Source: an optimization exercise on an open RTL-to-GDS flow (aim: small area, a short achievable clock period and few clock cycles). Production flows keep margins and buffers that such runs may drop.
The RTL was checked by simulation tests, not by an equivalence proof against the original design.
No activity file was given, so power comes from the tool's default toggle rates.

==> design/flow/design.v <==
module fcodec_scan (
    input  wire       clk,
    input  wire       rst,         
    input  wire       wr_en,
    input  wire [8:0] wr_addr,
    input  wire [7:0] wr_data,
    input  wire       start,
    input  wire [8:0] len,
    output reg        busy,
    output reg        msg_valid,
    output reg  [8:0] msg_off,     
    output reg  [7:0] msg_plen,    
    output reg        done,
    output reg  [6:0] msg_count,
    output reg  [8:0] consumed
);
    localparam IBUF_BYTES = 257;
    localparam [7:0] HDR  = 8'hAA;
    localparam [7:0] TERM = 8'h0A;
    reg [7:0] ibuf [0:IBUF_BYTES-1];
    reg [8:0] scan_len;
    reg [8:0] q;
    reg [6:0] n;
    reg [8:0] last;
    always @(posedge clk) begin
        if (wr_en && !busy && wr_addr < IBUF_BYTES)
            ibuf[wr_addr] <= wr_data;
    end
    localparam [1:0] PH_HDR = 2'd0, PH_LEN = 2'd1, PH_TERM = 2'd2;
    reg [1:0] phase;
    reg [7:0] l;
    wire [9:0] q_plus3  = {1'b0, q} + 10'd3;
    wire       finish   = q_plus3 > {1'b0, scan_len};
    wire [9:0] term_pos = {1'b0, q} + {2'b0, l} + 10'd1;
    wire [8:0] next_q   = term_pos[8:0] + 9'd1;
    reg [8:0] rd_addr;
    always @(*) begin
        case (phase)
            PH_LEN:  rd_addr = q + 9'd1;
            PH_TERM: rd_addr = term_pos[8:0];
            default: rd_addr = q;
        endcase
    end
    wire [7:0] rd_data = ibuf[rd_addr];
    always @(posedge clk) begin
        if (rst) begin
            busy      <= 1'b0;
            msg_valid <= 1'b0;
            done      <= 1'b0;
            msg_off   <= 9'd0;
            msg_plen  <= 8'd0;
            msg_count <= 7'd0;
            consumed  <= 9'd0;
            scan_len  <= 9'd0;
            q         <= 9'd0;
            n         <= 7'd0;
            last      <= 9'd0;
            phase     <= PH_HDR;
            l         <= 8'd0;
        end else begin
            msg_valid <= 1'b0;
            done      <= 1'b0;
            if (!busy) begin
                if (start) begin
                    busy     <= 1'b1;
                    scan_len <= (len > IBUF_BYTES) ? IBUF_BYTES[8:0] : len;
                    q        <= 9'd0;
                    n        <= 7'd0;
                    last     <= 9'd0;
                    phase    <= PH_HDR;
                end
            end else begin
                case (phase)
                    PH_HDR: begin
                        if (finish) begin
                            busy      <= 1'b0;
                            done      <= 1'b1;
                            msg_count <= n;
                            consumed  <= last;
                        end else if (rd_data == HDR) begin
                            phase <= PH_LEN;
                        end else begin
                            q <= q + 9'd1;
                        end
                    end
                    PH_LEN: begin
                        l     <= rd_data;
                        phase <= PH_TERM;
                    end
                    default: begin
                        phase <= PH_HDR;
                        if (term_pos < {1'b0, scan_len} && rd_data == TERM) begin
                            msg_valid <= 1'b1;
                            msg_off   <= q + 9'd2;
                            msg_plen  <= l - 8'd1;
                            n         <= n + 7'd1;
                            last      <= next_q;
                            q         <= next_q;
                        end else begin
                            q <= q + 9'd1;
                        end
                    end
                endcase
            end
        end
    end
endmodule
==> design/flow/run.sh <==
#!/bin/bash
# synth_recipe.tcl (not shown) runs the flow's synth.tcl, then flattens the netlist and writes it again
# the make line also repeats each setting of config.mk as NAME=value (left out here)
make -C /OpenROAD-flow-scripts/flow DESIGN_CONFIG=/design/flow/config.mk WORK_HOME=/design/flow/orfs CLKGATE_MAP_FILE= SYNTH_SCRIPT=/design/flow/synth_recipe.tcl finish
==> design/flow/config.mk <==
export PLATFORM = sky130hd
export DESIGN_NAME = fcodec_scan
export DESIGN_NICKNAME = fcodec_scan
export VERILOG_FILES = /design/flow/design.v
export SDC_FILE = /design/flow/constraint.sdc
export NUM_CORES = 4
export LEC_CHECK = 0
export CAP_MARGIN = 20
export CORE_MARGIN = 2
export CORE_UTILIZATION = 30
export PLACE_DENSITY = 0.4
export SLEW_MARGIN = 20
==> design/flow/constraint.sdc <==
create_clock -name core_clock -period 10.0 [get_ports {clk}]
set_input_delay 2.0000 -clock core_clock [delete_from_list [all_inputs] [get_ports {clk}]]
set_output_delay 2.0000 -clock core_clock [all_outputs]
set_load 0.01 [all_outputs]
==> summary.txt <==
- Core area: 330000 um2
- Post-Syn Nets: about 8100
- Initial antenna violation count: 27
- Rows: about 210
- GR Overflow Total: 0
- Final Max Tran Viols: 0
- Top FF cell, synth: edfxtp_1
- Final Critical Period: between 8 and 9 ns
- Total negative slack: 0 ns
- Biggest area consumer among synthesized cells: edfxtp_1
- Slew at the pin with the worst max-slew slack: about 1.3 ns
- Post-DP HPWL: approximately 250000 um
- EDFF count, synth: just over 2000
- Wire length of the first global-routing pass: just under 600000 um
- Synth warn: 1
- # Max-Cap Violations: 0
- Layout Utilization: approximately 34%
- CTS tree: built
- RSZ-0062 raised after global routing: no
- Critical path required time: ~11 ns
- Total track usage: 24.4%
- Synth top area share: 62.2%
- Final Cell Area: around 110000 um2
- Setup bufs post-CTS: 0
- Nets@finish: a little under 8000
- Worst hold slack: 0.458 ns
- Final setup viols: 0
- Io pins: 66
- Max VDD drop: about 160 uV
- Fmax: 121 MHz
- Hold path start: msg_count[4]
- Top cells by count, synth: edfxtp_1 (2056), nor2_1 (753), nand2_1 (525), o22ai_1 (504), buf_2 (391)
- Root Buffer: clkbuf_16
- Die height: 579 um
- Origin of the worst setup path: q[0]
- DRC: 0
- Num Clock Sinks: between 2000 and 2500
- Proportion of layout cells with a drive suffix above 1: under 10%
- DR vias: around 74000
- # port buffers: 65
- Cell area after synthesis: 99200 um2
- Latest clock arrival within the worst-skew pair: 0.99 ns
- PwrDens: roughly 190 nW/um2
- Most area-consuming cells after synthesis: edfxtp_1 (62%), o22ai_1 (3.2%), nor2_1 (2.8%)
- Die footprint: roughly 340000 um2
- Vias in the first global route: approximately 70000
- Max H-tree Level: 4
- Worst min path class: reg -> reg
- Die width: around 580 um
- Leak Pwr: ~34 nW
- Clock input transition at the sequential cells of the worst setup and hold paths: around 0.060 ns
- Worst setup SP type: flop
- Cts bufs inserted: about 240
- Critical-path maximum fanout: 45
- Placed inst area: roughly 100000 um2
- Finished Layout Cells: 12435
- Initial core utilization: 30.1%
- Outcome: finished clean
- Initial drt markers: 8783
- Top-count cell post-synth: edfxtp_1
- Final ANT Viol Nets: 0
- Post-Syn Instances: a little over 8000
- Crit Path Category: reg -> reg
- Seq cells post-synth: ~2100
- Global placement routability congestion: between 0.8 and 0.9
- Post-cts sizing count: 0
- Final clock skew: 0.0821 ns
- CP arrival: 9.12 ns
- Worst R2R Start: q[0]
- Slew headroom: ~15%
- Seq/Total Area, Yosys: 63.8%
- WL/cell: roughly 34 um
- DRT Wirelength: ~420000 um
- Area grow syn2layout: 12.8%
- Netlist cell types: 109
- Placed Instances: roughly 12000
- Largest net degree at the start of global routing: between 150 and 200
- Final Hold Fails: 0
- CTS Hold Buffers Added: 0
- Vias per std cell: around 6
- Clock Path Buffers: 4
- TritonRoute pass-1 iters: 7
- Syn Area/Cell: between 10 and 15 um2
- Asr flop ratio synth: 0%
- Crit. End Element: flop
- Period Utilization, post-route: between 80 and 90%
[power by group]
part	internal (mW)	switching (mW)
combinational	0.775	2.00
clock	4.89	3.88
sequential	9.81	0.0112
[logic make-up (layout without fill, tap and decap cells)]
group / Yosys count / in the layout / share of synthesized area, %
buf+inv: 907 / 892 / 4.32
flops: 2136 / 2136 / 63.8
compound gates: 2579 / 2579 / 17.8
mux: 206 / 206 / 3.04
simple gates: 2177 / 2177 / 10.2
fa+ha+maj: 38 / 38 / 0.487
other cells: 0 / 8 / 0
xor+xnor: 33 / 33 / 0.306
[flip-flops by register name (all words and copies together), names as in the netlist]
register and flops:
done 1, msg_count 7, busy 1, q 9, msg_plen 8, l 8
last 9, n 7, ibuf 2056, msg_valid 1, consumed 9, phase 2
scan_len 9, msg_off 9
[final timing paths]
check,depth (start not counted),endpoint,slack [ns]
max,21,last[0],1.73
min,2,msg_count[4],0.46
max reg2reg,21,last[0],1.73
min reg2reg,2,msg_count[4],0.46
[critical path, stage by stage, from the launching register on]
cell	delay, ns
dfxtp_4	0.43
inv_6	0.45
ha_1	0.28
inv_1	0.06
fa_1	0.51
a22oi_1	0.46
a21o_4	0.59
buf_4	0.68
nand3_2	0.48
buf_4	0.51
o22ai_1	0.48
o31ai_1	0.15
o2111ai_1	0.14
o41a_1	0.33
o2111ai_1	0.39
o41a_1	0.75
nand4_1	0.21
nor2_2	0.15
nand4b_1	0.13
buf_4	0.40
mux2_2	0.39
nor2_1	0.07
[layout by cell type, fill, tap and decap left out, types with 38 or more instances in the layout]
master,count
nand3_1,129
mux2i_1,119
dfxtp_1,79
or3_1,96
clkdlybuf4s50_1,56
o22ai_1,504
clkbuf_1,48
a221oi_1,43
buf_4,183
nor2_1,727
a22oi_1,69
nand2_1,512
o221ai_1,186
a2bb2oi_1,46
nand2b_1,184
a222oi_1,66
a31oi_1,190
nand4_1,38
a211oi_1,192
and3_1,86
o2bb2ai_1,110
clkinv_1,68
clkinv_2,49
nor3_1,239
mux4_2,75
o211ai_1,89
clkbuf_16,249
inv_1,155
edfxtp_1,2056
o21ai_0,378
a21oi_1,382
[stage by stage]
step,setup slack [ns],power [mW]
detailed placement,1.88,12.8
CTS,1.87,21.5
finish,1.73,21.4
floorplan,4.45,11.6
global route,1.65,22.0
global placement,1.64,12.8
[final cells by class]
type	count	area, um2
fillers	32111	218000
flip-flops and latches	2136	63300
multi-input cells	5033	32000
clock buffers	300	6440
well taps	4366	5460
repair buffers	287	2820
clock inverters	147	1140
inverters	158	606
diodes	8	20.0
[layer usage]
layer / vias to the layer above / wire (um) / GRT usage, % / part of all wire, %
met1: 38674 / 180000 / 33.6 / 43
met4: 4 / 17300 / 9.31 / 4.1
li1: 31451 / - / - / -
met3: 622 / 28400 / 3.22 / 6.7
met2: 3229 / 195000 / 39.2 / 46
met5: - / 33 / 0 / 0.0078
Testbench counts, summed over its fixed seeds: cycles 71,176.

separate check: timing with driven ports:
In the flow no input, the clock included, has a driving cell. The finished layout below was timed again as built, in two steps.
Step 1 sets driving cells, clkbuf_16 on the clock port and buf_2 on the other inputs (assumed; they add their load-dependent delay and slew).
Step 2 moves the port delays by t, midway between the first and last clock arrival at a register: inputs arrive t later, outputs are due t later. That takes back most of the time a late clock gives input paths.
a / b / c = no drivers / after step 1 / after step 2; a / b = the first two.
t, ns: 1.053
setup WS [ns]: 1.731 / 1.731 / 1.731
hold WS [ns]: 0.458 / 0.458 / 0.458
worst setup path at the end: register to register
After both steps setup and hold are still met in this run. The setup slack of this run moves by 0.000 ns with the drivers and by 0.000 ns with both steps.
